Background: an optimization exercise with open tools, aiming at a short achievable clock period and few clock cycles. Do not read the settings as production practice. Where RTL was checked, it was by simulation tests only, not by an equivalence proof against the original. Only the layout flow was run in runs 1 and 2; the RTL was not checked for function there. Power figures rest on the tool's default switching activity, not on a simulated workload.

[flow/run.sh]
#!/bin/bash
# Own flow: the standard layout (standard synthesis unchanged), with the
# port buffers made from plain buffers (buf_4) instead of the delay cells
# buffer_ports picks by default, and cell resizing not held to footprints.
set -euo pipefail
bash standard.sh \
  "BUFFER_PORTS_ARGS=-buffer_cell sky130_fd_sc_hd__buf_4" \
  MATCH_CELL_FOOTPRINT=0 \
  finish > flow_make.log 2>&1
[config.mk]
export PLATFORM = sky130hd
export DESIGN_NAME = a362m
export DESIGN_NICKNAME = a362m
export VERILOG_FILES = /design/flow/design.v
export SDC_FILE = /design/flow/constraint.sdc
export NUM_CORES = 4
export LEC_CHECK = 0
export CAP_MARGIN = 20
export CORE_MARGIN = 2
export CORE_UTILIZATION = 40
export PLACE_DENSITY = 0.6
export SETUP_SLACK_MARGIN = 4.65
export SLEW_MARGIN = 20
export SYNTH_HIERARCHICAL = 1
[constraint.sdc]
create_clock -name core_clock -period 7.0 [get_ports {clk}]
set_input_delay 1.4000 -clock core_clock [delete_from_list [all_inputs] [get_ports {clk}]]
set_output_delay 1.4000 -clock core_clock [all_outputs]
set_load 0.01 [all_outputs]
[design.v]
module a362m (
    input  wire        clk,
    input  wire        rst_n,
    input  wire        cmd_valid,
    input  wire [39:0] cmd_word,
    output reg         cmd_ready,
    output reg         done_valid,
    output reg  [2:0]  done_status,
    output reg  [15:0] rd,
    output reg  [15:0] fx,
    output reg  [15:0] fy,
    output reg  [15:0] fz,
    output reg  [15:0] ft,
    output reg  [63:0] burst_buf,
    output reg  [3:0]  bufn,
    output reg  [7:0]  want,
    output reg  [7:0]  echo,
    output reg  [2:0]  status,
    output reg  [3:0]  err,
    output reg         busy,
    output reg         cs_open,
    output reg         tx_valid,
    output reg  [7:0]  tx_byte,
    input  wire        rx_valid,
    input  wire [7:0]  rx_byte,
    input  wire        bus_fail
);
    localparam [4:0] OP_RD1    = 5'h01, OP_WR1   = 5'h02, OP_RD2    = 5'h03,
                     OP_WR2    = 5'h04, OP_RDB   = 5'h05, OP_DEC    = 5'h08,
                     OP_RDS8   = 5'h09, OP_RDS12 = 5'h0A, OP_RDXYZT = 5'h0B,
                     OP_WRC    = 5'h10, OP_SETB  = 5'h11, OP_SETF   = 5'h12,
                     OP_RDF    = 5'h13, OP_MEASON= 5'h14, OP_SRESET = 5'h15,
                     OP_CFGACT = 5'h18, OP_CFGINACT = 5'h19;
    localparam [2:0] ST_OK = 3'd0, ST_TF = 3'd1, ST_VM = 3'd2, ST_IF = 3'd3,
                     ST_IC = 3'd4;
    function [15:0] decode(input [7:0] lo, input [7:0] hi, input s);
        decode = s ? {hi, lo} : {4'h0, hi[3:0], lo};
    endfunction
    reg         bsy;         
    reg         frm;         
    wire        acc = !bsy && cmd_valid && rst_n;     
    wire [16:0] c_dl;        
    wire [16:0] c_z;         
    wire        c_zs, c_zr;  
    wire        c_run, c_fit;
    wire        hold_cs;     
    wire        cs_next, tv_next, frm_next, lg_a, lg_b;
    a362m_opdec1 u_opl (.op(cmd_word[39:35]), .d(c_dl));
    a362m_chk    u_chk (.w(cmd_word[34:0]), .z(c_z), .zs(c_zs), .zr(c_zr));
    a362m_runchk u_run (.m(cmd_word[23:16]), .v(cmd_word[7:0]), .run(c_run), .fit(c_fit));
    wire [13:0] c_term;
    a362m_t_rd1   u_t_rd1   (.w(cmd_word[34:0]), .op(cmd_word[39:35]), .cv(cmd_valid), .bsy(bsy), .y(c_term[0]));
    a362m_t_wr1   u_t_wr1   (.w(cmd_word[34:0]), .op(cmd_word[39:35]), .cv(cmd_valid), .bsy(bsy), .y(c_term[1]));
    a362m_t_rd2   u_t_rd2   (.w(cmd_word[34:0]), .op(cmd_word[39:35]), .cv(cmd_valid), .bsy(bsy), .y(c_term[2]));
    a362m_t_wr2   u_t_wr2   (.w(cmd_word[34:0]), .op(cmd_word[39:35]), .cv(cmd_valid), .bsy(bsy), .y(c_term[3]));
    a362m_t_rdb   u_t_rdb   (.w(cmd_word[34:0]), .op(cmd_word[39:35]), .cv(cmd_valid), .bsy(bsy), .y(c_term[4]));
    a362m_t_rds8  u_t_rds8  (.w(cmd_word[34:0]), .op(cmd_word[39:35]), .cv(cmd_valid), .bsy(bsy), .y(c_term[5]));
    a362m_t_rds12 u_t_rds12 (.w(cmd_word[34:0]), .op(cmd_word[39:35]), .cv(cmd_valid), .bsy(bsy), .y(c_term[6]));
    a362m_t_xyzt  u_t_xyzt  (.w(cmd_word[34:0]), .op(cmd_word[39:35]), .cv(cmd_valid), .bsy(bsy), .y(c_term[7]));
    a362m_t_wrc   u_t_wrc   (.w(cmd_word[34:0]), .op(cmd_word[39:35]), .cv(cmd_valid), .bsy(bsy), .y(c_term[8]));
    a362m_t_setb  u_t_setb  (.w(cmd_word[34:0]), .op(cmd_word[39:35]), .cv(cmd_valid), .bsy(bsy), .y(c_term[9]));
    a362m_t_meas  u_t_meas  (.w(cmd_word[34:0]), .op(cmd_word[39:35]), .cv(cmd_valid), .bsy(bsy), .y(c_term[10]));
    a362m_t_srst  u_t_srst  (.w(cmd_word[34:0]), .op(cmd_word[39:35]), .cv(cmd_valid), .bsy(bsy), .y(c_term[11]));
    a362m_t_cact  u_t_cact  (.w(cmd_word[34:0]), .op(cmd_word[39:35]), .cv(cmd_valid), .bsy(bsy), .y(c_term[12]));
    a362m_t_cin   u_t_cin   (.w(cmd_word[34:0]), .op(cmd_word[39:35]), .cv(cmd_valid), .bsy(bsy), .y(c_term[13]));
    wire c_decl;
    a362m_t_dec  u_t_dec (.w(cmd_word[34:0]), .op(cmd_word[39:35]), .cv(cmd_valid), .bsy(bsy), .y(c_decl));
    wire acc_dec = rst_n && c_decl;
    a362m_or15h  u_gcs (.x(c_term), .hold(hold_cs), .r(rst_n), .y(cs_next));
    a362m_or15h  u_gtv (.x(c_term), .hold(hold_cs), .r(rst_n), .y(tv_next));
    a362m_or15h  u_gfr (.x(c_term), .hold(hold_cs), .r(rst_n), .y(frm_next));
    a362m_ao9    u_lga (.d(c_dl[8:0]), .t(c_z[8:0]), .y(lg_a));
    a362m_ao8    u_lgb (.d(c_dl[16:9]), .t(c_z[16:9]), .y(lg_b));
    wire [4:0] c_op = cmd_word[39:35];
    wire c_rdfirst = (c_op == OP_RD1) | (c_op == OP_RD2) | (c_op == OP_RDB) |
                     (c_op == OP_RDS8) | (c_op == OP_RDS12) | (c_op == OP_RDXYZT) |
                     (c_op == OP_SETB) | (c_op == OP_SETF) | (c_op == OP_RDF) |
                     (c_op == OP_MEASON);
    reg        gap;          
    reg        first;        
    reg [1:0]  lg_q;         
    reg [16:0] opq;          
    reg        fit_q, run_q, zs_q, zr_q;    
    reg [39:0] cw;           
    reg [2:0]  step;         
    reg [3:0]  pos;          
    reg        last;         
    reg        endc;         
    reg        e_rd, e_xyzt; 
    reg [7:0]  e_rdb;        
    reg        rdfr;         
    reg        vfy;          
    reg [7:0]  capsel;       
    reg [63:0] rxbuf;        
    reg [7:0]  w_q;          
    reg [7:0]  vsh;          
    reg [63:0] rdfm;         
    reg [7:0]  bsel;         
    wire [4:0]  op    = cw[39:35];
    wire        s_bit = cw[34];
    wire        m_bit = cw[33];
    wire [7:0]  addr  = cw[31:24];
    wire [7:0]  mask  = cw[23:16];
    wire [7:0]  val8  = cw[7:0];
    wire [1:0]  ch    = cw[1:0];
    wire [7:0]  t     = rxbuf[7:0];
    wire        aic   = (addr == 8'h27);
    wire o_rd1  = opq[0],  o_wr1  = opq[1],  o_rd2  = opq[2],  o_wr2  = opq[3];
    wire o_rdb  = opq[4],  o_rds8 = opq[5],  o_rds12= opq[6],  o_xyzt = opq[7];
    wire o_wrc  = opq[8],  o_setb = opq[9],  o_meas = opq[10], o_srst = opq[11];
    wire o_cact = opq[12], o_cin  = opq[13], o_setf = opq[14], o_rdf  = opq[15];
    wire o_cfg  = o_cact || o_cin;
    reg        d_wr, d_fin, d_vfy;
    reg [7:0]  d_addr, d_p0, d_p1;
    reg [3:0]  d_len;
    always @(*) begin
        d_wr   = 1'b0;
        d_fin  = 1'b1;
        d_vfy  = 1'b0;
        d_addr = addr;
        d_len  = 4'd1;
        d_p0   = val8;
        d_p1   = cw[15:8];
        if (o_wr1) d_wr = 1'b1;
        if (o_rd2 || o_wr2 || o_rds12) d_len = 4'd2;
        if (o_wr2) d_wr = 1'b1;
        if (o_rdb) d_len = cw[3:0];
        if (o_rds8) d_addr = {6'b000010, ch};
        if (o_rds12) d_addr = 8'h0E + {5'd0, ch, 1'b0};
        if (o_xyzt) begin d_addr = 8'h0E; d_len = 4'd8; end
        if (o_wrc) begin
            if (step == 3'd0) begin d_wr = 1'b1; d_fin = !aic; end
            else d_vfy = 1'b1;
        end
        if (o_setb || o_setf) begin
            case (step)
                3'd0:    d_fin = 1'b0;
                3'd1:    begin d_wr = 1'b1; d_fin = !aic; d_p0 = w_q; end
                default: d_vfy = 1'b1;
            endcase
        end
        if (o_meas) begin
            d_addr = 8'h2D;
            if (step == 3'd0) d_fin = 1'b0;
            else begin d_wr = 1'b1; d_p0 = w_q; end
        end
        if (o_srst) begin d_wr = 1'b1; d_addr = 8'h1F; d_p0 = 8'h52; end
        if (o_cfg) begin
            d_fin = 1'b0;
            case (step)
                3'd0: begin
                    d_wr = 1'b1; d_len = 4'd2;
                    d_addr = o_cact ? 8'h20 : 8'h23;
                    d_p0 = cw[23:16]; d_p1 = cw[31:24];
                end
                3'd1: begin
                    d_wr = 1'b1;
                    d_addr = o_cact ? 8'h22 : 8'h25;
                    d_len  = o_cact ? 4'd1 : 4'd2;
                end
                3'd2: d_addr = 8'h27;
                3'd3: begin d_wr = 1'b1; d_addr = 8'h27; d_p0 = w_q; end
                default: begin d_addr = 8'h27; d_vfy = 1'b1; d_fin = 1'b1; end
            endcase
        end
    end
    wire [7:0] nxt = (pos == 4'd0) ? d_addr :
                     !d_wr         ? 8'h00  :
                     (pos == 4'd1) ? d_p0   :
                     (pos == 4'd2) ? d_p1   : 8'h00;
    wire nlast = (pos == d_len);
    wire nendc = nlast && d_fin;
    reg [7:0] wcalc;
    always @(*) begin
        if (o_setb)      wcalc = t | mask;
        else if (o_setf) wcalc = (t & ~mask) | vsh;
        else if (o_meas) wcalc = t | 8'h02;
        else if (o_cact) wcalc = t | (m_bit ? 8'h03 : 8'h01);
        else if (o_cin)  wcalc = t | (m_bit ? 8'h0C : 8'h04);
        else             wcalc = val8;
    end
    reg [7:0] ctz1h;
    integer zi;
    always @(*) begin
        ctz1h = 8'h00;
        for (zi = 7; zi >= 0; zi = zi - 1)
            if (mask[zi]) ctz1h = 8'h01 << zi;
    end
    reg [7:0] vsh_c;
    reg [63:0] rdfm_c;
    integer zc, zj;
    always @(*) begin
        vsh_c  = 8'h00;
        rdfm_c = 64'h0;
        for (zc = 0; zc < 8; zc = zc + 1) begin
            if (ctz1h[zc]) vsh_c = (val8 << zc) & mask;
            for (zj = 0; zj + zc < 8; zj = zj + 1)
                rdfm_c[8*zc + zj] = ctz1h[zc] & mask[zj + zc];
        end
    end
    reg [7:0] rdf_v;
    integer fc, fj;
    always @(*) begin
        rdf_v = 8'h00;
        for (fj = 0; fj < 8; fj = fj + 1)
            for (fc = 0; fj + fc < 8; fc = fc + 1)
                rdf_v[fj] = rdf_v[fj] | (rdfm[8*fc + fj] & rx_byte[fj + fc]);
    end
    wire [7:0]  b0 = rxbuf[7:0];
    reg  [15:0] rd_new;
    always @(*) begin
        if (o_rd2)        rd_new = {rx_byte, b0};
        else if (o_rds12) rd_new = decode(b0, rx_byte, s_bit);
        else if (o_rdf)   rd_new = {8'h00, rdf_v};
        else              rd_new = {8'h00, rx_byte};
    end
    wire rd_op = o_rd1 || o_rd2 || o_rds8 || o_rds12 || o_rdf;
    wire ans    = frm && rx_valid && !bus_fail;        
    wire fail   = frm && bus_fail;                     
    wire fin_ok = ans && endc;                         
    wire lgo    = first && ((o_setf && zs_q && fit_q) || (o_rdf && zr_q && run_q));
    wire zdone  = first && !frm && !lgo;               
    wire done_evt = fin_ok || fail || zdone;
    wire ans_t  = frm && rx_valid;                     
    wire eq     = (rx_byte == w_q);
    wire st_vm  = fin_ok && vfy && !eq;
    wire st_upd = fail || fin_ok || zdone || acc_dec;   
    wire [2:0] st_new = {zdone && !lg,
                         st_vm || (zdone && lg),
                         fail || (zdone && lg)};
    assign hold_cs = bsy && (gap || lgo || (frm && !bus_fail && !(rx_valid && last)));
    wire lg = lg_q[0] || lg_q[1];
    wire busy_next, bsy_next;
    a362m_bsy u_bo (.rst_n(rst_n), .acc(acc), .dec(c_decl), .bsy(bsy), .done(done_evt), .y(busy_next));
    a362m_bsy u_bi (.rst_n(rst_n), .acc(acc), .dec(c_decl), .bsy(bsy), .done(done_evt), .y(bsy_next));
    integer i;
    always @(posedge clk) begin
        vsh   <= vsh_c;
        rdfm  <= rdfm_c;
        for (i = 0; i < 8; i = i + 1)
            bsel[i] <= (i < cw[3:0]);
        lg_q  <= {lg_b, lg_a};
        fit_q <= c_fit;
        run_q <= c_run;
        zs_q  <= c_zs;
        zr_q  <= c_zr;
        if (!bsy)
            cw <= cmd_word;
        if (frm)
            for (i = 0; i < 8; i = i + 1)
                if (capsel[i]) rxbuf[8*i +: 8] <= rx_byte;
        if (gap)
            w_q <= wcalc;
        if (!bsy) begin
            vfy     <= 1'b0;
            step    <= 3'd0;
            pos     <= 4'd0;
            last    <= 1'b0;
            endc    <= 1'b0;
            e_rd    <= 1'b0;
            e_xyzt  <= 1'b0;
            e_rdb   <= 8'h00;
            capsel  <= 8'h00;
        end else if (gap) begin
            vfy     <= d_vfy;
            pos     <= 4'd0;
            last    <= 1'b0;
            endc    <= 1'b0;
            e_rd    <= 1'b0;
            e_xyzt  <= 1'b0;
            e_rdb   <= 8'h00;
            capsel  <= 8'h00;
        end else if (ans_t) begin
            if (last) begin
                if (!endc)
                    step <= step + 3'd1;
            end else begin
                pos     <= pos + 4'd1;
                last    <= nlast;
                endc    <= nendc;
                e_rd    <= nendc && rd_op;
                e_xyzt  <= nendc && o_xyzt;
                e_rdb   <= (nendc && o_rdb) ? bsel : 8'h00;
                if (rdfr)
                    capsel <= (pos == 4'd1) ? 8'h01 : {capsel[6:0], 1'b0};
            end
        end
    end
    always @(posedge clk) begin
        cs_open  <= cs_next;
        tx_valid <= tv_next;
        frm      <= frm_next;
        busy     <= busy_next;
        bsy      <= bsy_next;
        if (!rst_n) begin
            tx_byte     <= 8'h00;
            opq         <= 17'h0;
            rdfr        <= 1'b0;
            cmd_ready   <= 1'b1;
            first       <= 1'b0;
            gap         <= 1'b0;
            done_valid  <= 1'b0;
            done_status <= 3'd0;
            rd          <= 16'h0;
            fx          <= 16'h0;
            fy          <= 16'h0;
            fz          <= 16'h0;
            ft          <= 16'h0;
            burst_buf   <= 64'h0;
            bufn        <= 4'h0;
            want        <= 8'h00;
            echo        <= 8'h00;
            status      <= ST_OK;
            err         <= 4'h0;
        end else begin
            first      <= acc && !c_decl;
            gap        <= ans && last && !endc;
            done_valid <= done_evt || acc_dec;
            if (acc && !c_decl)
                cmd_ready <= 1'b0;
            else if (done_evt)
                cmd_ready <= 1'b1;
            if (!bsy) begin
                opq  <= c_dl;
                rdfr <= c_rdfirst;
            end else if (gap) begin
                rdfr <= !d_wr;
            end
            if (!bsy)
                tx_byte <= {7'b0000101, c_rdfirst};
            else if (gap)
                tx_byte <= {7'b0000101, !d_wr};
            else if (ans_t && !last)
                tx_byte <= nxt;
            status      <= st_new | (status & {3{!st_upd}});
            done_status <= st_new | (done_status & {3{!st_upd}});
            err         <= err | {zdone && !lg, zdone && lg, st_vm, fail};
            if (acc_dec)
                rd <= decode(cmd_word[7:0], cmd_word[15:8], cmd_word[34]);
            else if (ans && e_rd)
                rd <= rd_new;
            if (ans && e_xyzt) begin
                fx <= decode(rxbuf[7:0],   rxbuf[15:8],  s_bit);
                fy <= decode(rxbuf[23:16], rxbuf[31:24], s_bit);
                fz <= decode(rxbuf[39:32], rxbuf[47:40], s_bit);
                ft <= decode(rxbuf[55:48], rx_byte,      s_bit);
            end
            for (i = 0; i < 8; i = i + 1)
                if (ans && e_rdb[i])
                    burst_buf[8*i +: 8] <= capsel[i] ? rx_byte : rxbuf[8*i +: 8];
            if (ans && e_rdb[0])
                bufn <= cw[3:0];
            if (fin_ok && vfy) begin
                want <= w_q;
                echo <= rx_byte;
            end
        end
    end
endmodule
module a362m_opdec1 (
    input  wire [4:0]  op,
    output wire [16:0] d
);
    assign d[0]  = (op == 5'h01);
    assign d[1]  = (op == 5'h02);
    assign d[2]  = (op == 5'h03);
    assign d[3]  = (op == 5'h04);
    assign d[4]  = (op == 5'h05);
    assign d[5]  = (op == 5'h09);
    assign d[6]  = (op == 5'h0A);
    assign d[7]  = (op == 5'h0B);
    assign d[8]  = (op == 5'h10);
    assign d[9]  = (op == 5'h11);
    assign d[10] = (op == 5'h14);
    assign d[11] = (op == 5'h15);
    assign d[12] = (op == 5'h18);
    assign d[13] = (op == 5'h19);
    assign d[14] = (op == 5'h12);
    assign d[15] = (op == 5'h13);
    assign d[16] = (op == 5'h08);
endmodule
module a362m_chk (
    input  wire [34:0] w,
    output wire [16:0] z,
    output wire        zs,
    output wire        zr
);
    assign z[0]  = ((w & 35'h700FFFFFF) == 35'h0);    
    assign z[1]  = ((w & 35'h700FFFF00) == 35'h0);    
    assign z[2]  = ((w & 35'h700FFFFFF) == 35'h0);    
    assign z[3]  = ((w & 35'h700FF0000) == 35'h0);    
    assign z[4]  = ((w & 35'h700FFFF00) == 35'h0);    
    assign z[5]  = ((w & 35'h7FFFFFFFC) == 35'h0);    
    assign z[6]  = ((w & 35'h3FFFFFFFC) == 35'h0);    
    assign z[7]  = ((w & 35'h3FFFFFFFF) == 35'h0);    
    assign z[8]  = ((w & 35'h700FFFF00) == 35'h0);    
    assign z[9]  = ((w & 35'h70000FFFF) == 35'h0);    
    assign z[10] = ((w & 35'h7FFFFFFFF) == 35'h0);    
    assign z[11] = ((w & 35'h7FFFFFFFF) == 35'h0);    
    assign z[12] = ((w & 35'h500000000) == 35'h0);    
    assign z[13] = ((w & 35'h500000000) == 35'h0);    
    assign z[14] = ((w & 35'h70000FF00) == 35'h0);    
    assign z[15] = ((w & 35'h70000FFFF) == 35'h0);    
    assign z[16] = ((w & 35'h3FFFF0000) == 35'h0);    
    wire [7:0] a = w[31:24];
    wire [7:0] n = w[7:0];
    wire ctrl = (a[7:4] == 4'h2) && (a[3:0] != 4'hF);
    assign zs    = z[14] && ctrl;
    assign zr    = z[15] && ctrl;
endmodule
module a362m_runchk (
    input  wire [7:0] m,
    input  wire [7:0] v,
    output reg        run,
    output reg        fit
);
    integer rc, rp;
    always @(*) begin
        run = 1'b0;
        fit = 1'b0;
        for (rc = 0; rc < 8; rc = rc + 1)
            for (rp = 1; rc + rp <= 8; rp = rp + 1)
                if (m == ((8'hFF >> (8 - rp)) << rc)) begin
                    run = 1'b1;
                    if ((v >> rp) == 8'h00) fit = 1'b1;
                end
    end
endmodule
module a362m_ao9 (
    input  wire [8:0] d,
    input  wire [8:0] t,
    output wire       y
);
    assign y = ((d & t) != 9'h0);
endmodule
module a362m_ao8 (
    input  wire [7:0] d,
    input  wire [7:0] t,
    output wire       y
);
    assign y = ((d & t) != 8'h0);
endmodule
module a362m_bsy (
    input  wire rst_n,
    input  wire acc,
    input  wire dec,
    input  wire bsy,
    input  wire done,
    output wire y
);
    assign y = rst_n && ((acc && !dec) || (bsy && !done));
endmodule
module a362m_t_rd1 (
    input  wire [34:0] w,
    input  wire [4:0]  op,
    input  wire        cv,
    input  wire        bsy,
    output wire        y
);
    assign y = cv && !bsy && (op == 5'h01) && ((w & 35'h700FFFFFF) == 35'h0) &&
               (1'b1);
endmodule
module a362m_t_wr1 (
    input  wire [34:0] w,
    input  wire [4:0]  op,
    input  wire        cv,
    input  wire        bsy,
    output wire        y
);
    assign y = cv && !bsy && (op == 5'h02) && ((w & 35'h700FFFF00) == 35'h0) &&
               (1'b1);
endmodule
module a362m_t_rd2 (
    input  wire [34:0] w,
    input  wire [4:0]  op,
    input  wire        cv,
    input  wire        bsy,
    output wire        y
);
    assign y = cv && !bsy && (op == 5'h03) && ((w & 35'h700FFFFFF) == 35'h0) &&
               (1'b1);
endmodule
module a362m_t_wr2 (
    input  wire [34:0] w,
    input  wire [4:0]  op,
    input  wire        cv,
    input  wire        bsy,
    output wire        y
);
    assign y = cv && !bsy && (op == 5'h04) && ((w & 35'h700FF0000) == 35'h0) &&
               (1'b1);
endmodule
module a362m_t_rdb (
    input  wire [34:0] w,
    input  wire [4:0]  op,
    input  wire        cv,
    input  wire        bsy,
    output wire        y
);
    assign y = cv && !bsy && (op == 5'h05) && ((w & 35'h700FFFF00) == 35'h0) &&
               ((w[7:4] == 4'h0) && (w[3] ? (w[2:0] == 3'd0) : (w[2:0] != 3'd0)));
endmodule
module a362m_t_rds8 (
    input  wire [34:0] w,
    input  wire [4:0]  op,
    input  wire        cv,
    input  wire        bsy,
    output wire        y
);
    assign y = cv && !bsy && (op == 5'h09) && ((w & 35'h7FFFFFFFC) == 35'h0) &&
               (!(w[1] && w[0]));
endmodule
module a362m_t_rds12 (
    input  wire [34:0] w,
    input  wire [4:0]  op,
    input  wire        cv,
    input  wire        bsy,
    output wire        y
);
    assign y = cv && !bsy && (op == 5'h0A) && ((w & 35'h3FFFFFFFC) == 35'h0) &&
               (1'b1);
endmodule
module a362m_t_xyzt (
    input  wire [34:0] w,
    input  wire [4:0]  op,
    input  wire        cv,
    input  wire        bsy,
    output wire        y
);
    assign y = cv && !bsy && (op == 5'h0B) && ((w & 35'h3FFFFFFFF) == 35'h0) &&
               (1'b1);
endmodule
module a362m_t_wrc (
    input  wire [34:0] w,
    input  wire [4:0]  op,
    input  wire        cv,
    input  wire        bsy,
    output wire        y
);
    assign y = cv && !bsy && (op == 5'h10) && ((w & 35'h700FFFF00) == 35'h0) &&
               ((w[31:28] == 4'h2) && (w[27:24] != 4'hF));
endmodule
module a362m_t_setb (
    input  wire [34:0] w,
    input  wire [4:0]  op,
    input  wire        cv,
    input  wire        bsy,
    output wire        y
);
    assign y = cv && !bsy && (op == 5'h11) && ((w & 35'h70000FFFF) == 35'h0) &&
               ((w[31:28] == 4'h2) && (w[27:24] != 4'hF));
endmodule
module a362m_t_meas (
    input  wire [34:0] w,
    input  wire [4:0]  op,
    input  wire        cv,
    input  wire        bsy,
    output wire        y
);
    assign y = cv && !bsy && (op == 5'h14) && ((w & 35'h7FFFFFFFF) == 35'h0) &&
               (1'b1);
endmodule
module a362m_t_srst (
    input  wire [34:0] w,
    input  wire [4:0]  op,
    input  wire        cv,
    input  wire        bsy,
    output wire        y
);
    assign y = cv && !bsy && (op == 5'h15) && ((w & 35'h7FFFFFFFF) == 35'h0) &&
               (1'b1);
endmodule
module a362m_t_cact (
    input  wire [34:0] w,
    input  wire [4:0]  op,
    input  wire        cv,
    input  wire        bsy,
    output wire        y
);
    assign y = cv && !bsy && (op == 5'h18) && ((w & 35'h500000000) == 35'h0) &&
               ((w[31:27] == 5'h00) && (w[15:8] == 8'h00));
endmodule
module a362m_t_cin (
    input  wire [34:0] w,
    input  wire [4:0]  op,
    input  wire        cv,
    input  wire        bsy,
    output wire        y
);
    assign y = cv && !bsy && (op == 5'h19) && ((w & 35'h500000000) == 35'h0) &&
               ((w[31:27] == 5'h00));
endmodule
module a362m_t_dec (
    input  wire [34:0] w,
    input  wire [4:0]  op,
    input  wire        cv,
    input  wire        bsy,
    output wire        y
);
    assign y = cv && !bsy && (op == 5'h08) && ((w & 35'h3FFFF0000) == 35'h0);
endmodule
module a362m_or15h (
    input  wire [13:0] x,
    input  wire        hold,
    input  wire        r,
    output wire        y
);
    assign y = r && (hold || (x != 14'h0));
endmodule
[standard.sh]
#!/bin/bash
# synth_recipe.tcl (not shown) runs the flow's synth.tcl, then flattens the netlist and writes it again
# the make line also repeats each setting of config.mk as NAME=value (left out here)
make -C /OpenROAD-flow-scripts/flow DESIGN_CONFIG=/design/flow/config.mk WORK_HOME=/design/flow/orfs CLKGATE_MAP_FILE= SYNTH_SCRIPT=/design/flow/synth_recipe.tcl "${@:-finish}"
==> impl_metrics.yaml, run 1 <==
power:
  ir_drop_v: 0.0001526
  p_leak_nw: 8.825
  p_total_mw: 5.245
  p_per_area_nw_per_um2: 203.7
critical_path:
  cp-start-kind: "flop"
  path_class: "reg2out"
  r2r-start: "step[1]"
  crit_family: "flip-flops"
  critPathArrivalTime_ns: 1.10
  cpPeakStageDelay_ns: 0.41
  worst-path-buf-inv: 1
  worstRegToRegCells: 9
  cp-end-kind: "output port"
  crit_slowest_cell: "dfxtp_4"
  worstPathRequired_ns: 5.60
  cp_max_fo: 2
  ff2ff_setup_slack_ns: 4.72
  r2r-end: "e_rdb[0]"
  crit_chain: "buf_6"
route:
  drt_iter0_drc: 1673
  vias: 17180
  drt-total-wl_um: 71100
  viasPerCell: 5.930
  drt_pass1_iterations: 8
  drc: 0
  ant_nets: 0
  wl_per_cell_um: 24.54
floorplanning:
  core_area_um2: 47750
  num_rows: 80
  fp.dieW_um: 224.2
  num_io_pins: 240
  die_h_um: 224.2
  die_area_um2: 50240
  initial_core_util_pct: 40.60
logic_synthesis:
  synth_ff_type: "dfxtp_1"
  synthesis.nets: 2070
  yosys.area.top_type: "dfxtp_1"
  netlist-cell-type-count: 88
  synth-seq-cells: 400
  postSynth.asyncResetShare_pct: 0
  syn-cell-area_um2: 19390
  ys_top_cells_by_area: "dfxtp_1 30%, edfxtp_1 16%, mux2i_1 5.6%"
  syn_inst: 2006
  ys_warn_count: 8
  netlist.area_leader.share_pct: 30.36
  avgSynthCellArea_um2: 9.664
  yosysSeqAreaShare_pct: 46.78
  synth-edff-count: 106
min_path:
  worst_hold_path_type: "reg2reg"
  min_from: "bsel[2]"
  holdPathEnd: "e_rdb[2]"
  whs_path_depth: 2
place:
  pre_cts_slack_ns: 3.325
  place_congestion: 0.9071
  placed_cells: 2731
  placement.io_buffers: 239
  dpl.hpwl_um: 44570
global_route:
  grt_overflow: 0
  grt_pass1_vias: 16000
  track_usage_pct: 26.75
  antenna_found_initial: 1
  grt_max_degree: 106
  grt_pass1_wl_um: 102800
timing:
  setup_viol: 0
  fin_crit_sh_pct: 35.68
  drv_slew: 0
  clock_skew_ns: 0.01836
  timing.fmax_mhz: 400.4
  worst_pin_slew_ns: 1.060
  tns_ns: 0
  hold_viol_final: 0
  layout_setup_ws_ns: 4.503
  rsz0062_at_grt: "yes"
  max_slew_margin_pct: 29.34
  min_period_ns: 2.497
clock_network:
  ctsHoldBuffers: 0
  cts_tree: "yes"
  clock_sink_count: 400
  clk_latency_ns: 0.58
  clockBufferDepth: 3
  clk_pin_slew_ns: 0.06
  htreeDepth: 2
  root_buffer: "clkbuf_16"
  numCtsBuffers: 43
job:
  cap_violations: 0
final_layout:
  diodes: 0
  layoutNonFillerInstCount: 2897
  area_growth_pct: 32.83
  layout.nets: 2312
  layout-drive-gt1-share_pct: 37.64
  layout_common_cells: "251 x nand2_1, 206 x buf_6, 172 x dfxtp_2, 116 x nor2b_1, 108 x mux2i_1"
  fillers: 4219
  final_common_cell: "nand2_1"
run_status:
  status: "complete, no violations"
per-module statistics from Yosys, one instance, submodules excluded, excerpt:
module / cell area [um2] / copies in the design / flip-flops and latches
a362m_bsy: 23.77 / 2 / 0
a362m_t_rds12: 100.1 / 1 / 0
a362m_t_wr1: 63.81 / 1 / 0
a362m: 16570 / 1 / 400
a362m_t_wr2: 43.79 / 1 / 0
a362m_opdec1: 156.4 / 1 / 0
a362m_t_cin: 46.29 / 1 / 0
a362m_t_cact: 57.56 / 1 / 0
a362m_t_wrc: 111.4 / 1 / 0
a362m_t_meas: 118.9 / 1 / 0
a362m_t_dec: 72.57 / 1 / 0
a362m_runchk: 685.7 / 1 / 0
a362m_or15h: 36.28 / 3 / 0
a362m_t_setb: 112.6 / 1 / 0
a362m_t_xyzt: 122.6 / 1 / 0
a362m_ao9: 46.29 / 1 / 0
metal layers:
layer	vias up	share of wire, %	wire length (um)	GRT usage [%]
met2	792	46	32800	42.90
met1	8481	43	30920	37.40
li1	7783	-	-	-
met4	0	2.5	1785	7.140
met3	122	7.9	5596	4.302
met5	-	0	0	0
cell type report:
cell class / count / area (um2) / area share [%]
Multi-Input combinational cell: 1441 / 10510 / 40.83
Clock buffer: 57 / 1209 / 4.694
Tap cell: 615 / 769.5 / 2.988
Sequential cell: 400 / 9370 / 36.39
Inverter: 33 / 123.9 / 0.4810
Timing Repair Buffer: 329 / 3503 / 13.60
Clock inverter: 22 / 261.5 / 1.016
worst max-delay path by stage:
stage | from | endpoint | slack, ns | cells after the start
final | status[1] | status[1] | 4.50 | 1
after CTS | done_status[1] | done_status[1] | 4.48 | 1
after detailed placement | bus_fail | status[1] | 3.32 | 6
after global placement | bus_fail | fy[12] | 3.36 | 5
after floorplan | cmd_word[17] | fit_q | 4.34 | 5
after global routing | rd[5] | rd[5] | 4.48 | 1
stage by stage:
step	instance area, um2	hold WS (ns)	utilization (%)
finish	25750	0.4418	53.93
CTS	24720	0.4367	51.78
global placement	21710	0.4347	45.48
global route	25750	0.4640	53.93
floorplan	19870	0.3462	-
detailed placement	21720	0.4398	45.48
report_power, final:
group / total, mW / switching [mW] / internal [mW]
clock: 2.37 / 0.967 / 1.40
combinational: 0.422 / 0.268 / 0.154
sequential: 2.45 / 0.0511 / 2.40
repair_timing:
action                     in CTS  in global routing
setup buffers                  27                 49
setup endpoints to repair     396                308
cloned                          4                  7
resized for setup             460                102
pin swaps                      11                 38
flip-flops by register name, summed over array words and instances (netlist names), 34 cells and up:
name	count
cw	34
rxbuf	64
rdfm	36
burst_buf	64
synth_stat cells, types with 5 or more instances:
master	n
nand4_1	37
nor3_2	10
nor2b_1	116
a31oi_1	10
o22ai_1	12
clkbuf_1	101
a21boi_0	84
nand3_1	55
inv_1	33
a211oi_1	8
a2111oi_0	5
edfxtp_1	106
o21a_1	6
nor4_4	5
nor4b_2	13
nor2_1	100
a21oi_1	74
o211a_1	5
nand2b_1	19
a22oi_1	21
xor2_1	15
and3_1	11
o21ai_0	62
nor3_1	40
a22o_1	6
nor4bb_1	6
nand2_1	256
mux2i_1	108
buf_4	8
o21ai_2	9
a41oi_1	5
a221oi_1	9
buf_2	19
nor4b_1	9
and2_1	46
ha_1	11
o211ai_1	16
nor4_1	70
buf_1	8
nand3b_1	6
nor4_2	33
dfxtp_1	294
mux2_2	64
logic make-up (layout without fill, tap and decap cells):
family | after synthesis | count (layout) | share of synthesized area (%)
AND/OR/NAND/NOR | 863 | 869 | 25.56
flip-flops | 400 | 400 | 46.78
AO/OA/AOI/OAI | 370 | 370 | 13.16
multiplexers | 172 | 172 | 9.294
buffers and inverters | 171 | 441 | 3.634
XOR/XNOR | 19 | 19 | 0.8584
adder cells (fa/ha/maj) | 11 | 11 | 0.7099
==> run 2: changes to the inputs <==
--- a/design.v
+++ b/design.v
@@ -63,9 +63,6 @@
     a362m_t_srst  u_t_srst  (.w(cmd_word[34:0]), .op(cmd_word[39:35]), .cv(cmd_valid), .bsy(bsy), .y(c_term[11]));
     a362m_t_cact  u_t_cact  (.w(cmd_word[34:0]), .op(cmd_word[39:35]), .cv(cmd_valid), .bsy(bsy), .y(c_term[12]));
     a362m_t_cin   u_t_cin   (.w(cmd_word[34:0]), .op(cmd_word[39:35]), .cv(cmd_valid), .bsy(bsy), .y(c_term[13]));
-    wire c_decl;
-    a362m_t_dec  u_t_dec (.w(cmd_word[34:0]), .op(cmd_word[39:35]), .cv(cmd_valid), .bsy(bsy), .y(c_decl));
-    wire acc_dec = rst_n && c_decl;
     a362m_or15h  u_gcs (.x(c_term), .hold(hold_cs), .r(rst_n), .y(cs_next));
     a362m_or15h  u_gtv (.x(c_term), .hold(hold_cs), .r(rst_n), .y(tv_next));
     a362m_or15h  u_gfr (.x(c_term), .hold(hold_cs), .r(rst_n), .y(frm_next));
@@ -80,6 +77,7 @@
     reg        first;        
     reg [1:0]  lg_q;         
     reg [16:0] opq;          
+    reg        dec_q;        
     reg        fit_q, run_q, zs_q, zr_q;    
     reg [39:0] cw;           
     reg [2:0]  step;         
@@ -224,15 +222,14 @@
     wire ans_t  = frm && rx_valid;                     
     wire eq     = (rx_byte == w_q);
     wire st_vm  = fin_ok && vfy && !eq;
-    wire st_upd = fail || fin_ok || zdone || acc_dec;   
-    wire [2:0] st_new = {zdone && !lg,
-                         st_vm || (zdone && lg),
-                         fail || (zdone && lg)};
+    wire st_if  = zdone && lg && !dec_q;
+    wire st_upd = fail || fin_ok || zdone;             
+    wire [2:0] st_new = {zdone && !lg, st_vm || st_if, fail || st_if};
     assign hold_cs = bsy && (gap || lgo || (frm && !bus_fail && !(rx_valid && last)));
     wire lg = lg_q[0] || lg_q[1];
     wire busy_next, bsy_next;
-    a362m_bsy u_bo (.rst_n(rst_n), .acc(acc), .dec(c_decl), .bsy(bsy), .done(done_evt), .y(busy_next));
-    a362m_bsy u_bi (.rst_n(rst_n), .acc(acc), .dec(c_decl), .bsy(bsy), .done(done_evt), .y(bsy_next));
+    a362m_bsy u_bo (.rst_n(rst_n), .acc(acc), .bsy(bsy), .done(done_evt), .y(busy_next));
+    a362m_bsy u_bi (.rst_n(rst_n), .acc(acc), .bsy(bsy), .done(done_evt), .y(bsy_next));
     integer i;
     always @(posedge clk) begin
         vsh   <= vsh_c;
@@ -240,6 +237,7 @@
         for (i = 0; i < 8; i = i + 1)
             bsel[i] <= (i < cw[3:0]);
         lg_q  <= {lg_b, lg_a};
+        dec_q <= (c_op == OP_DEC);
         fit_q <= c_fit;
         run_q <= c_run;
         zs_q  <= c_zs;
@@ -313,10 +311,10 @@
             status      <= ST_OK;
             err         <= 4'h0;
         end else begin
-            first      <= acc && !c_decl;
+            first      <= acc;
             gap        <= ans && last && !endc;
-            done_valid <= done_evt || acc_dec;
-            if (acc && !c_decl)
+            done_valid <= done_evt;
+            if (acc)
                 cmd_ready <= 1'b0;
             else if (done_evt)
                 cmd_ready <= 1'b1;
@@ -334,9 +332,9 @@
                 tx_byte <= nxt;
             status      <= st_new | (status & {3{!st_upd}});
             done_status <= st_new | (done_status & {3{!st_upd}});
-            err         <= err | {zdone && !lg, zdone && lg, st_vm, fail};
-            if (acc_dec)
-                rd <= decode(cmd_word[7:0], cmd_word[15:8], cmd_word[34]);
+            err         <= err | {zdone && !lg, st_if, st_vm, fail};
+            if (zdone && lg && dec_q)
+                rd <= decode(cw[7:0], cw[15:8], cw[34]);
             else if (ans && e_rd)
                 rd <= rd_new;
             if (ans && e_xyzt) begin
@@ -443,12 +441,11 @@
 module a362m_bsy (
     input  wire rst_n,
     input  wire acc,
-    input  wire dec,
     input  wire bsy,
     input  wire done,
     output wire y
 );
-    assign y = rst_n && ((acc && !dec) || (bsy && !done));
+    assign y = rst_n && (acc || (bsy && !done));
 endmodule
 module a362m_t_rd1 (
     input  wire [34:0] w,
@@ -590,15 +587,6 @@
     assign y = cv && !bsy && (op == 5'h19) && ((w & 35'h500000000) == 35'h0) &&
                ((w[31:27] == 5'h00));
 endmodule
-module a362m_t_dec (
-    input  wire [34:0] w,
-    input  wire [4:0]  op,
-    input  wire        cv,
-    input  wire        bsy,
-    output wire        y
-);
-    assign y = cv && !bsy && (op == 5'h08) && ((w & 35'h3FFFF0000) == 35'h0);
-endmodule
 module a362m_or15h (
     input  wire [13:0] x,
     input  wire        hold,
--- a/config.mk
+++ b/config.mk
@@ -9,6 +9,6 @@
 export CORE_MARGIN = 2
 export CORE_UTILIZATION = 40
 export PLACE_DENSITY = 0.6
-export SETUP_SLACK_MARGIN = 4.65
+export SETUP_SLACK_MARGIN = 4.5
 export SLEW_MARGIN = 20
 export SYNTH_HIERARCHICAL = 1
==> run 2 against run 1 <==
Against the previous run:
- still clean
- first-iteration DRC count is 10% lower
- global-route usage decreased by 2.2 points
- via count is 5.6% lower
- worst hold slack improved by 0.0034 ns
- sequential power about the same
- count of clock-buffer cells in the layout increased by 8
- clock power is 5% lower
- setup slack better by 0.017 ns
- power shrank 3.4%
- clock skew decreased by 0.0099 ns
- register-to-register slack worse by 0.10 ns
- highest routed layer is now met5
==> impl_metrics.yaml, run 2 <==
floorplanning:
  core_area_um2: 47750
  num_io_pins: 240
  num_rows: 80
  die_area_um2: 50080
  fp.dieW_um: 223.8
  die_h_um: 223.8
  initial_core_util_pct: 40.47
critical_path:
  worstPathRequired_ns: 5.60
  cp-end-kind: "output port"
  path_class: "reg2out"
  crit_chain: "buf_4"
  cp_max_fo: 2
  cp-start-kind: "flop"
  cpPeakStageDelay_ns: 0.37
  crit_slowest_cell: "dfxtp_1"
  worst-path-buf-inv: 1
  crit_family: "flip-flops"
  critPathArrivalTime_ns: 1.08
route:
  vias: 16220
  drt-total-wl_um: 63780
  drc: 0
  drt_iter0_drc: 1504
  drt_pass1_iterations: 7
  ant_nets: 0
  viasPerCell: 5.795
  wl_per_cell_um: 22.79
final_layout:
  layout.nets: 2213
  layout-drive-gt1-share_pct: 24.46
  final_area_um2: 23260
  fillers: 4413
  layout_common_cells: "280 x dfxtp_1, 249 x buf_4, 235 x nand2_1, 115 x nor2b_1, 109 x mux2i_1"
  diodes: 0
  final_common_cell: "dfxtp_1"
  area_growth_pct: 20.38
  largest_registers: "burst_buf: 64 flops, rxbuf: 64 flops, rdfm: 36 flops"
logic_synthesis:
  synth_ff_type: "dfxtp_1"
  syn-cell-area_um2: 19320
  postSynth.asyncResetShare_pct: 0
  synth-edff-count: 106
  synth_common_cells: "295 x dfxtp_1, 240 x nand2_1, 116 x nor2b_1"
  synthesis.nets: 2037
  syn_inst: 1973
  ys_top_cells_by_area: "dfxtp_1 31%, edfxtp_1 16%, mux2i_1 5.6%"
  yosys.area.top_type: "dfxtp_1"
  synth-seq-cells: 401
  ys_warn_count: 8
  netlist-cell-type-count: 87
  netlist.area_leader.share_pct: 30.56
  avgSynthCellArea_um2: 9.793
  yosysSeqAreaShare_pct: 47.04
  synth_most_common_cell: "dfxtp_1"
clock_network:
  numCtsBuffers: 43
  cts_tree: "yes"
  clockBufferDepth: 3
  htreeDepth: 2
  root_buffer: "clkbuf_16"
  clock_sink_count: 401
  clk_latency_ns: 0.55
  ctsHoldBuffers: 0
  clk_pin_slew_ns: 0.06
power:
  ir_drop_v: 0.0001298
  pwr-share-clk_pct: 44.3
  p_total_mw: 5.069
  seq_power_share_pct: 48.8
  p_leak_nw: 7.792
  intPower_mw: 3.860
  p_per_area_nw_per_um2: 217.9
  p_sw_share_pct: 23.84
  pwr-share-comb_pct: 7.0
  p_switching_mw: 1.208
timing:
  timing.fmax_mhz: 403.1
  min_period_ns: 2.481
  max_slew_margin_pct: 31.97
  rsz0062_at_grt: "yes"
  fin_crit_sh_pct: 35.44
  tns_ns: 0
  clock_skew_ns: 0.008458
  worst_pin_slew_ns: 1.020
  hold_viol_final: 0
  drv_slew: 0
  setup_viol: 0
global_route:
  antenna_found_initial: 1
  use_met1_pct: 33.97
  met3_usage_pct: 3.607
  track_usage_pct: 24.59
  grt_max_degree: 117
  grt_pass1_wl_um: 96120
  grt_pass1_vias: 15550
  gr-usage-met2_pct: 40.18
  grt_overflow: 0
  grt.busiest_layer: "met2"
place:
  place_congestion: 0.9166
  placement.io_buffers: 239
  place_area_um2: 21500
  dpl.hpwl_um: 42980
min_path:
  worst_hold_path_type: "reg2reg"
job:
  cap_violations: 0
run_status:
  status: "complete, no violations"
run 2: cell count changes in the layout (fill, tap and decap cells not counted), sizes merged, moves of 4 or more:
cell	previous run	this run
nor3	50	40
nand2b	19	15
clkinv	14	8
buf	324	262
a21oi	74	65
nor2	100	96
o211a	5	0
mux2	64	69
nand2	258	240
o221ai	1	7
run 2: logic make-up (layout without fill, tap and decap cells):
group	after synthesis	count (layout)	share of synthesized area, %
compound gates	369	369	13.34
buf+inv	169	377	3.568
xor+xnor	19	19	0.8612
fa+ha+maj	11	11	0.7123
simple gates	826	828	24.81
mux	178	178	9.668
flops	401	401	47.04
run 2: what timing repair did:
action | in CTS | in global routing
cloned | 3 | 1
resized for setup | 27 | 42
buffers inserted | 7 | 3
endpoints found under the setup margin | 230 | 90
pin swaps | 2 | 3
run 2: per-module statistics from Yosys, one instance, submodules excluded, a selection:
module	flops+latches	cell area, um2
a362m_ao9	0	46.29
a362m_or15h	0	36.28
a362m_t_cin	0	46.29
a362m_t_rds8	0	140.1
a362m_t_rdb	0	110.1
a362m_t_wr1	0	63.81
a362m_ao8	0	36.28
a362m_chk	0	326.6
a362m_t_xyzt	0	122.6
a362m_t_rds12	0	100.1
a362m_runchk	0	685.7
run 2: power groups by stage:
| stage | sequential [mW] | combinational (mW) | clock, mW |
|---|---|---|---|
| 2_1_floorplan | 2.48 | 0.191 | 0 |
| 3_3_place_gp | 2.52 | 0.329 | 0 |
| 3_5_place_dp | 2.52 | 0.332 | 0 |
| 4_1_cts | 2.47 | 0.341 | 2.28 |
| 5_1_grt | 2.47 | 0.375 | 2.38 |
| 6_report | 2.47 | 0.353 | 2.24 |
run 2: layout make-up:
| cell class | instances | area [um2] | share of cell area (%) |
|---|---|---|---|
| multi-input cells | 1405 | 9783 | 42.06 |
| flip-flops and latches | 401 | 9112 | 39.17 |
| repair buffers | 262 | 2062 | 8.864 |
| clock buffers | 65 | 1260 | 5.417 |
| well taps | 615 | 769.5 | 3.308 |
| clock inverters | 14 | 132.6 | 0.5702 |
| inverters | 34 | 131.4 | 0.5648 |
| repair inverters | 2 | 10.01 | 0.04303 |
run 2: final timing paths:
check        depth (start not counted)  slack (ns)      from        to
min                                  2        0.45  e_rdb[3]  e_rdb[3]
max reg2reg                          7        4.62    opq[4]  e_rdb[2]
min reg2reg                          2        0.45  e_rdb[3]  e_rdb[3]
max                                  1        4.52     rd[2]     rd[2]
run 2: worst register-to-register path, delay by kind of cell (launching register included):
kind	cells	cell delay, ns
AND/OR/NAND/NOR	2	0.76
buffers and inverters	1	0.16
flip-flops	1	0.50
AO/OA/AOI/OAI	4	0.89
run 2: layer usage:
metal	wire length (um)	share of wire [%]
met5	16	0.025
met4	1440	2.3
met3	4116	6.5
met2	29470	46
met1	28740	45
run 2: stage by stage:
stage | hold WS (ns) | util, % | worst slack, ns | cells
finish | 0.4452 | 48.72 | 4.519 | 2798
global route | 0.4720 | 48.72 | 4.433 | 2798
CTS | 0.4481 | 48.31 | 4.408 | 2794
detailed placement | 0.4344 | 45.02 | 3.073 | 2705
global placement | 0.4336 | 45.02 | 3.151 | 2705
floorplan | 0.3462 | - | 4.336 | 1973
==> run 3: changes to the inputs <==
--- a/design.v
+++ b/design.v
@@ -219,7 +219,6 @@
     wire lgo    = first && ((o_setf && zs_q && fit_q) || (o_rdf && zr_q && run_q));
     wire zdone  = first && !frm && !lgo;               
     wire done_evt = fin_ok || fail || zdone;
-    wire ans_t  = frm && rx_valid;                     
     wire eq     = (rx_byte == w_q);
     wire st_vm  = fin_ok && vfy && !eq;
     wire st_if  = zdone && lg && !dec_q;
@@ -268,7 +267,7 @@
             e_xyzt  <= 1'b0;
             e_rdb   <= 8'h00;
             capsel  <= 8'h00;
-        end else if (ans_t) begin
+        end else if (ans) begin
             if (last) begin
                 if (!endc)
                     step <= step + 3'd1;
@@ -328,7 +327,7 @@
                 tx_byte <= {7'b0000101, c_rdfirst};
             else if (gap)
                 tx_byte <= {7'b0000101, !d_wr};
-            else if (ans_t && !last)
+            else if (ans && !last)
                 tx_byte <= nxt;
             status      <= st_new | (status & {3{!st_upd}});
             done_status <= st_new | (done_status & {3{!st_upd}});
--- a/config.mk
+++ b/config.mk
@@ -8,7 +8,7 @@
 export CAP_MARGIN = 20
 export CORE_MARGIN = 2
 export CORE_UTILIZATION = 40
-export PLACE_DENSITY = 0.6
+export PLACE_DENSITY = 0.75
 export SETUP_SLACK_MARGIN = 4.5
 export SLEW_MARGIN = 20
 export SYNTH_HIERARCHICAL = 1
==> run 3 against run 2 <==
Against the previous run:
- critical path type unchanged
- largest power group unchanged
- synthesized cell count increased by 0.91%
- still clean
- non-clock buffer count is 4 lower
- first-iteration DRC count grew 4.3%
- routed wire length shrank 2.2%
- area after synthesis is 0.12% lower
- highest routed layer unchanged
==> impl_metrics.yaml, run 3 <==
power:
  p_total_mw: 5.029
  p_leak_nw: 7.651
  pwr-share-clk_pct: 43.9
  intPower_mw: 3.826
  p_sw_share_pct: 23.93
  p_per_area_nw_per_um2: 217.9
  ir_drop_v: 0.0001351
  p_switching_mw: 1.203
  pwr-share-comb_pct: 7.0
  seq_power_share_pct: 49.1
floorplanning:
  core_area_um2: 47650
  initial_core_util_pct: 40.50
  num_rows: 80
  fp.dieW_um: 223.7
  die_area_um2: 50020
  num_io_pins: 240
  die_h_um: 223.7
logic_synthesis:
  syn_inst: 1991
  synth-edff-count: 106
  synth_ff_type: "dfxtp_1"
  synthesis.nets: 2055
  netlist-cell-type-count: 90
  ys_warn_count: 8
  netlist.area_leader.share_pct: 30.60
  synth_most_common_cell: "dfxtp_1"
  avgSynthCellArea_um2: 9.693
  yosys.area.top_type: "dfxtp_1"
  postSynth.asyncResetShare_pct: 0
  syn-cell-area_um2: 19300
  synth_common_cells: "295 x dfxtp_1, 280 x nand2_1, 106 x edfxtp_1"
  yosysSeqAreaShare_pct: 47.10
  synth-seq-cells: 401
  ys_top_cells_by_area: "dfxtp_1 31%, edfxtp_1 16%, nand2_1 5.4%"
clock_network:
  ctsHoldBuffers: 0
  root_buffer: "clkbuf_16"
  numCtsBuffers: 41
  cts_tree: "yes"
  htreeDepth: 2
  clk_latency_ns: 0.55
  clk_pin_slew_ns: 0.06
  clock_sink_count: 401
  clockBufferDepth: 3
critical_path:
  crit_chain: "buf_4"
  critPathArrivalTime_ns: 1.08
  path_class: "reg2out"
  worst-path-buf-inv: 1
  cp-end-kind: "output port"
  worstPathRequired_ns: 5.60
  crit_slowest_cell: "dfxtp_4"
  cpPeakStageDelay_ns: 0.40
  crit_family: "flip-flops"
  cp-start-kind: "flop"
  cp_max_fo: 3
place:
  placed_cells: 2718
  dpl.hpwl_um: 40960
  place_area_um2: 21430
  place_congestion: 0.9299
  placement.io_buffers: 239
route:
  vias: 16720
  drt_pass1_iterations: 8
  drt-total-wl_um: 62390
  drt_iter0_drc: 1568
  ant_nets: 0
  viasPerCell: 5.957
  wl_per_cell_um: 22.23
  drc: 0
final_layout:
  layout.nets: 2223
  final_area_um2: 23080
  largest_registers: "burst_buf: 64 flops, rxbuf: 64 flops, rdfm: 36 flops"
  layout-drive-gt1-share_pct: 24.02
  layout_common_cells: "285 x dfxtp_1, 277 x nand2_1, 249 x buf_4, 106 x edfxtp_1, 103 x a21boi_0"
  layoutNonFillerInstCount: 2806
  area_growth_pct: 19.59
  final_common_cell: "dfxtp_1"
run_status:
  status: "complete, no violations"
min_path:
  worst_hold_path_type: "reg2reg"
global_route:
  antenna_found_initial: 2
  track_usage_pct: 23.75
  grt_pass1_vias: 15740
  grt_overflow: 0
  grt_pass1_wl_um: 93580
  grt_max_degree: 100
timing:
  rsz0062_at_grt: "yes"
  tns_ns: 0
  timing.fmax_mhz: 402.8
  fin_crit_sh_pct: 35.47
  max_slew_margin_pct: 31.26
  setup_viol: 0
  min_period_ns: 2.483
  worst_pin_slew_ns: 1.025
  hold_viol_final: 0
  drv_slew: 0
  clock_skew_ns: 0.01535
job:
  cap_violations: 0
run 3: through the flow:
stage / worst slack (ns) / utilization [%] / hold slack (ns)
6_report: 4.517 / 48.44 / 0.4491
5_1_grt: 4.467 / 48.43 / 0.4596
4_1_cts: 4.504 / 48.04 / 0.4488
3_5_place_dp: 2.913 / 44.98 / 0.4397
3_3_place_gp: 2.944 / 44.98 / 0.4314
2_1_floorplan: 4.336 / - / 0.3462
run 3: area by class of cell:
class	count	area, um2
timing repair buffer	258	1983
tap	615	769.5
timing repair inverter	1	5.005
antenna	1	2.502
clock inverter	19	183.9
sequential	401	9104
fill	4387	24570
clock buffer	55	1170
multi-input combinational	1423	9734
inverter	33	127.6
run 3: power groups by stage:
stage | clock (mW) | combinational, mW | sequential [mW]
after CTS | 2.24 | 0.332 | 2.47
after floorplan | 0 | 0.189 | 2.48
final | 2.21 | 0.352 | 2.47
after detailed placement | 0 | 0.330 | 2.52
after global routing | 2.33 | 0.371 | 2.47
after global placement | 0 | 0.322 | 2.52
run 3: worst paths after layout:
path	slack, ns	startpoint	depth (start not counted)	to
max reg2reg	4.60	step[1]	9	tx_byte[7]
min reg2reg	0.45	bsel[0]	2	e_rdb[0]
min	0.45	bsel[0]	2	e_rdb[0]
max	4.52	tx_byte[3]	1	tx_byte[3]
run 3: per-module statistics from Yosys (local to each module, per instance), a selection:
module | cells inside | area, um2 | flops+latches
a362m | 1614 | 16560 | 401
a362m_chk | 38 | 326.6 | 0
a362m_opdec1 | 27 | 156.4 | 0
a362m_t_rds8 | 15 | 140.1 | 0
a362m_t_xyzt | 15 | 122.6 | 0
a362m_t_setb | 13 | 112.6 | 0
a362m_t_rdb | 13 | 110.1 | 0
a362m_t_rd2 | 14 | 103.8 | 0
a362m_t_rd1 | 14 | 88.84 | 0
a362m_t_wr1 | 11 | 63.81 | 0
a362m_t_cin | 5 | 46.29 | 0
a362m_bsy | 2 | 21.27 | 0
run 3: routing by layer:
metal | global-route usage, % | part of all wire (%) | up-vias
li1 | - | - | 7567
met1 | 30.71 | 41 | 8084
met2 | 39.48 | 47 | 896
met3 | 3.948 | 8.0 | 166
met4 | 9.806 | 4.0 | 2
met5 | 0 | 0.0080 | -
run 3: tightest hold or removal path, delay by kind of cell (launching register included):
| kind | cells | cell delay [ns] |
|---|---|---|
| simple gates | 1 | 0.07 |
| flops | 1 | 0.30 |
| compound gates | 1 | 0.05 |
run 3: what timing repair did:
item / CTS / global route
cloned: 1 / 2
hold endpoints to repair: 0 / 0
setup buffers: 5 / 5
pin swaps: 1 / 2
gates resized for setup: 18 / 31
setup endpoints to repair: 211 / 76
run 3: kinds of logic after synthesis:
family                   count (synthesis)  share of synthesized area, %
AND/OR/NAND/NOR                        858                         25.37
flip-flops                             401                         47.10
AO/OA/AOI/OAI                          374                         13.63
buffers and inverters                  169                         3.631
multiplexers                           157                         8.565
XOR/XNOR                                21                        0.9919
adder cells (fa/ha/maj)                 11                        0.7132
Testbench counts of run 3, summed over its fixed seeds: cycles 102,253.
==> run 4: changes to the inputs <==
--- a/config.mk
+++ b/config.mk
@@ -7,8 +7,8 @@
 export LEC_CHECK = 0
 export CAP_MARGIN = 20
 export CORE_MARGIN = 2
-export CORE_UTILIZATION = 40
-export PLACE_DENSITY = 0.75
+export CORE_UTILIZATION = 30
+export PLACE_DENSITY = 0.6
 export SETUP_SLACK_MARGIN = 4.5
 export SLEW_MARGIN = 20
 export SYNTH_HIERARCHICAL = 1
==> run 4 against run 3 <==
Against the previous run:
- power grew 0.67%
- clock skew about the same
- cell count grew 8.2%
- sequential share of layout area fell by 0.27 points
- register-to-register slack worse by 0.06 ns
- synthesized cell count is the same
- routed wire length rose by 4.1%
- non-clock buffer count decreased by 2
- utilization shrank 11 points
- worst hold slack better by 0.0018 ns
- clock power increased by 2%
- critical path type unchanged
- highest routed layer is now met4
==> impl_metrics.yaml, run 4 <==
critical_path:
  path_class: "reg2out"
  crit_chain: "buf_6"
  cpPeakStageDelay_ns: 0.41
  cp_max_fo: 2
  crit_family: "flip-flops"
  crit_slowest_cell: "dfxtp_4"
  cp-start-kind: "flop"
  critPathArrivalTime_ns: 1.11
  worstPathRequired_ns: 5.60
  worstRegToRegCells: 7
  cp-end-kind: "output port"
  worst-path-buf-inv: 1
  crit_cells: 1
clock_network:
  clockBufferDepth: 3
  clk_pin_slew_ns: 0.06
  clock_sink_count: 401
  numCtsBuffers: 43
  clk_latency_ns: 0.57
  root_buffer: "clkbuf_16"
  htreeDepth: 2
  cts_tree: "yes"
timing:
  tns_ns: 0
  hold_ws_ns: 0.4509
  timing.fmax_mhz: 399.0
  min_period_ns: 2.506
  worst_pin_slew_ns: 1.049
  hold_viol_final: 0
  clock_skew_ns: 0.01556
  setup_viol: 0
  layout_setup_ws_ns: 4.494
  fin_crit_sh_pct: 35.80
  max_slew_margin_pct: 29.87
  drv_slew: 0
  rsz0062_at_grt: "yes"
min_path:
  worst_hold_path_type: "reg2reg"
  whs_path_depth: 2
logic_synthesis:
  netlist.area_leader.share_pct: 30.60
  yosysSeqAreaShare_pct: 47.10
  yosys.area.top_type: "dfxtp_1"
  synth-edff-count: 106
  synth-seq-cells: 401
  syn_inst: 1991
  synth_common_cells: "295 x dfxtp_1, 280 x nand2_1, 106 x edfxtp_1"
  avgSynthCellArea_um2: 9.693
  synth_most_common_cell: "dfxtp_1"
  ys_top_cells_by_area: "dfxtp_1 31%, edfxtp_1 16%, nand2_1 5.4%"
  netlist-cell-type-count: 90
  syn-cell-area_um2: 19300
  synth_ff_type: "dfxtp_1"
  postSynth.asyncResetShare_pct: 0
  ys_warn_count: 8
  synthesis.nets: 2055
floorplanning:
  initial_core_util_pct: 30.48
  core_area_um2: 63310
  num_io_pins: 240
  die_h_um: 257.6
  num_rows: 92
  fp.dieW_um: 257.6
  die_area_um2: 66370
final_layout:
  largest_registers: "burst_buf: 64 flops, rxbuf: 64 flops, rdfm: 36 flops"
  layout_common_cells: "277 x nand2_1, 241 x buf_4, 231 x dfxtp_1, 106 x edfxtp_1, 103 x a21boi_0"
  layout-drive-gt1-share_pct: 26.11
  layoutNonFillerInstCount: 3037
  fillers: 6364
  layout.nets: 2220
  final_common_cell: "nand2_1"
  diodes: 0
  area_growth_pct: 21.41
route:
  wl_per_cell_um: 21.39
  drt-total-wl_um: 64970
  viasPerCell: 5.411
  drt_iter0_drc: 1510
  ant_nets: 0
  drt_pass1_iterations: 6
  vias: 16430
  drc: 0
power:
  p_per_area_nw_per_um2: 216.1
  p_total_mw: 5.063
  p_leak_nw: 7.631
  ir_drop_v: 0.0001450
global_route:
  track_usage_pct: 18.72
  antenna_found_initial: 1
  grt_pass1_vias: 15630
  grt_pass1_wl_um: 97680
  grt_overflow: 0
  grt_max_degree: 107
job:
  cap_violations: 0
place:
  pre_cts_slack_ns: 3.267
  placement.io_buffers: 239
  place_congestion: 0.8875
  dpl.hpwl_um: 43690
  placed_cells: 2952
run_status:
  status: "complete, no violations"
==> run 4: changes by cell type in the layout (fill, tap and decap cells not counted), moves of 4 or more <==
cell      change
dfxtp_1      -54
clkbuf_1      +8
clkinv_2      -4
buf_4         -8
buf_6         +6
dfxtp_2      +51
==> run 4: cells by family (layout without fill, tap and decap cells) <==
group	count (synthesis)	count (layout)	synth area share, %
flops	401	401	47.10
simple gates	858	858	25.37
mux	157	157	8.565
xor+xnor	21	21	0.9919
compound gates	374	374	13.63
buf+inv	169	369	3.631
fa+ha+maj	11	11	0.7132
==> run 4: final cells by class <==
type	count	area, um2	share of cell area, %
well taps	846	1059	4.518
flip-flops and latches	401	9179	39.17
inverters	33	127.6	0.5447
multi-input cells	1421	9672	41.28
clock buffers	68	1296	5.532
clock inverters	12	102.6	0.4379
repair buffers	256	1996	8.517
==> run 4: Yosys stat by module, one instance, submodules excluded, excerpt <==
module / copies in the design / cell area (um2) / cells inside
a362m: 1 / 16560 / 1614
a362m_ao9: 1 / 46.29 / 5
a362m_opdec1: 1 / 156.4 / 27
a362m_or15h: 3 / 36.28 / 6
a362m_runchk: 1 / 685.7 / 106
a362m_t_cact: 1 / 57.56 / 7
a362m_t_cin: 1 / 46.29 / 5
a362m_t_meas: 1 / 118.9 / 16
a362m_t_rd2: 1 / 103.8 / 14
a362m_t_rdb: 1 / 110.1 / 13
a362m_t_rds12: 1 / 100.1 / 15
a362m_t_rds8: 1 / 140.1 / 15
a362m_t_srst: 1 / 120.1 / 16
a362m_t_wr2: 1 / 43.79 / 7
a362m_t_wrc: 1 / 111.4 / 13
a362m_t_xyzt: 1 / 122.6 / 15
==> run 4: routing by layer <==
metal / vias up / global-route usage (%) / share of wire, %
li1: 7563 / - / -
met1: 8015 / 25.26 / 43
met2: 745 / 31.30 / 48
met3: 110 / 2.739 / 6.9
met4: 0 / 4.881 / 2.5
met5: - / 0 / 0
==> run 4: stage by stage <==
stage	instance area, um2	utilization [%]
2_1_floorplan	19430	-
3_3_place_gp	21750	34.35
3_5_place_dp	21750	34.35
4_1_cts	23290	36.78
5_1_grt	23430	37.01
6_report	23430	37.01
==> run 4: where the power goes <==
part	switching, mW	leakage, nW	internal (mW)
clock network	0.935	0.682	1.31
registers	0.0551	3.20	2.42
logic	0.227	3.75	0.120
total	1.22	7.63	3.85
==> run 4: path summary, 6_finish.rpt <==
path	start	to	slack, ns
worst max-delay path	tx_byte[0]	tx_byte[0]	4.49
worst min-delay path	bsel[3]	e_rdb[3]	0.45
worst max register to register	cw[1]	tx_byte[4]	4.54
worst min register to register	bsel[3]	e_rdb[3]	0.45
==> run 4: what timing repair did <==
action | 4_1_cts | 5_1_grt
hold buffers | 0 | 0
gates resized for setup | 52 | 57
setup endpoints to repair | 192 | 142
setup buffers | 4 | 1
pin swaps | 0 | 2
==> run 5: changes to the inputs <==
--- a/config.mk
+++ b/config.mk
@@ -7,8 +7,8 @@
 export LEC_CHECK = 0
 export CAP_MARGIN = 20
 export CORE_MARGIN = 2
-export CORE_UTILIZATION = 30
+export CORE_UTILIZATION = 40
 export PLACE_DENSITY = 0.6
-export SETUP_SLACK_MARGIN = 4.5
+export SETUP_SLACK_MARGIN = 4.8
 export SLEW_MARGIN = 20
 export SYNTH_HIERARCHICAL = 1
==> run 5 against run 4 <==
Against the previous run:
- die area is 25% lower
- combinational power is 35% higher
- area after synthesis stayed put
- synthesized cell count stayed put
- clock skew is 0.0051 ns lower
- critical path depth stayed put
- worst hold slack better by 0.0037 ns
- register-to-register slack better by 0.22 ns
- via count is 6.5% higher
- global-route usage is 7.4 points higher
- highest routed layer unchanged
==> impl_metrics.yaml, run 5 <==
critical_path:
  worstSetupStartpoint: "tx_byte[0]"
  r2r-start: "step[1]"
  crit_slowest_cell: "dfxtp_4"
  worstPathRequired_ns: 5.60
  crit_chain: "buf_6"
  critPathArrivalTime_ns: 1.04
  r2r-end: "tx_byte[7]"
  cpPeakStageDelay_ns: 0.36
  worstRegToRegCells: 9
  crit_path_end: "tx_byte[0]"
  crit_cells: 1
  path_class: "reg2out"
timing:
  rsz0062_at_grt: "yes"
  min_period_ns: 2.441
  fin_crit_sh_pct: 34.88
  hold_ws_ns: 0.4546
  clock_skew_ns: 0.01042
  hold_viol_final: 0
  drv_slew: 0
  setup_viol: 0
  max_slew_margin_pct: 3.523
  timing.fmax_mhz: 409.6
logic_synthesis:
  synth_compound_area_share_pct: 13.63
  netlist.area_leader.share_pct: 30.60
  yosys.area.top_type: "dfxtp_1"
  syn-cell-area_um2: 19300
  synth_top_family_by_area: "simple AND/OR/NAND/NOR gates"
  synth-edff-count: 106
  synth.area.mux_share_pct: 8.565
  synth_ff_type: "dfxtp_1"
  yosysSeqAreaShare_pct: 47.10
  synth_common_cells: "295 x dfxtp_1, 280 x nand2_1, 106 x edfxtp_1"
  synthesis.nets: 2055
  synth-simple-area-share_pct: 25.37
floorplanning:
  num_rows: 80
  num_io_pins: 240
  die_area_um2: 50020
  die_h_um: 223.7
  initial_core_util_pct: 40.50
  core_area_um2: 47650
place:
  dpl.hpwl_um: 40860
  placement.io_buffers: 239
  place_area_um2: 21780
final_layout:
  layout.nets: 2397
  fillers: 3973
  seq_area_um2: 9348
  layout_common_cells: "235 x buf_6, 223 x nand2_1, 189 x dfxtp_2, 132 x buf_4, 106 x edfxtp_1"
  diodes: 0
  layout-drive-gt1-share_pct: 44.99
route:
  ant_nets: 0
  wl_per_cell_um: 23.72
  drt-total-wl_um: 70730
  vias: 17500
  drc: 0
  viasPerCell: 5.867
power:
  p_per_area_nw_per_um2: 187.2
  pwr-share-clk_pct: 43.3
  p_total_mw: 5.164
  p_sw_share_pct: 24.45
  p_leak_nw: 9.461
  intPower_mw: 3.901
global_route:
  grt_pass1_vias: 16620
  grt_pass1_wl_um: 102000
  grt_overflow: 0
clock_network:
  clockBufferDepth: 3
  htreeDepth: 2
  numCtsBuffers: 44
  clk_latency_ns: 0.55
  root_buffer: "clkbuf_16"
run_status:
  status: "complete, no violations"
min_path:
  min_from: "fz[0]"
## run 5: metal layers
| metal | track usage, % | up-vias | wire, um |
|---|---|---|---|
| li1 | - | 7946 | - |
| met3 | 3.266 | 162 | 4577 |
| met2 | 43.72 | 799 | 34550 |
| met1 | 34.46 | 8589 | 28740 |
| met4 | 9.978 | 0 | 2852 |
| met5 | 0 | - | 0 |
## run 5: metrics by stage
step,worst slack (ns),utilization [%]
floorplan,4.337,-
global placement,3.260,45.71
detailed placement,3.211,45.71
CTS,4.542,54.10
global route,4.532,57.91
finish,4.559,57.91
## run 5: worst min path at each step
| stage | end | depth (start not counted) |
|---|---|---|
| after floorplan | rdfm[0] | 0 |
| after global placement | fy[12] | 2 |
| after detailed placement | echo[1] | 2 |
| after CTS | echo[3] | 2 |
| after global routing | err[1] | 1 |
| final | fz[0] | 2 |
## run 5: power by group through the flow
stage	Combinational [mW]	Sequential [mW]	Clock, mW
6_report	0.467	2.46	2.24
5_1_grt	0.489	2.46	2.37
4_1_cts	0.406	2.46	2.27
3_5_place_dp	0.345	2.51	0
3_3_place_gp	0.342	2.51	0
2_1_floorplan	0.198	2.48	0
## run 5: Yosys stat by module (local to each module, per instance), a selection
| module | cell area, um2 | cells |
|---|---|---|
| a362m_ao8 | 36.28 | 5 |
| a362m_t_wr2 | 43.79 | 7 |
| a362m_t_rds12 | 100.1 | 15 |
| a362m_t_rd1 | 88.84 | 14 |
| a362m_t_wrc | 111.4 | 13 |
| a362m_t_rdb | 110.1 | 13 |
| a362m_bsy | 21.27 | 2 |
| a362m_runchk | 685.7 | 106 |
| a362m_ao9 | 46.29 | 5 |
| a362m_t_rds8 | 140.1 | 15 |
| a362m_t_setb | 112.6 | 13 |
| a362m_t_wr1 | 63.81 | 11 |
| a362m_t_meas | 118.9 | 16 |
| a362m_t_cin | 46.29 | 5 |
| a362m_t_srst | 120.1 | 16 |
## run 5: kinds of logic (layout without fill, tap and decap cells)
kind of cell    after synthesis  after routing
xor+xnor                     21             21
compound gates              374            374
fa+ha+maj                    11             11
flops                       401            401
buf+inv                     169            533
mux                         157            157
simple gates                858            870
## run 5: cell type report
type / instances / area share, %
Multi-Input combinational cell: 1433 / 40.34
Inverter: 33 / 0.4761
Sequential cell: 401 / 33.88
Timing Repair Buffer: 420 / 17.49
Clock inverter: 13 / 0.4263
Clock buffer: 67 / 4.598
Tap cell: 615 / 2.789
## run 5: what timing repair did
item / CTS / global route
pin swaps: 47 / 104
cloned: 15 / 15
gates resized for setup: 538 / 218
hold endpoints to repair: 0 / 0
endpoints found under the setup margin: 400 / 341
buffers inserted: 74 / 77

Setup slack of run 5, layout unchanged: 4.559 ns with ideal ports, 4.504 ns with driving cells assumed (clock clkbuf_16, inputs buf_2), 3.937 ns with port delays also shifted by the 0.599 ns mid clock arrival.
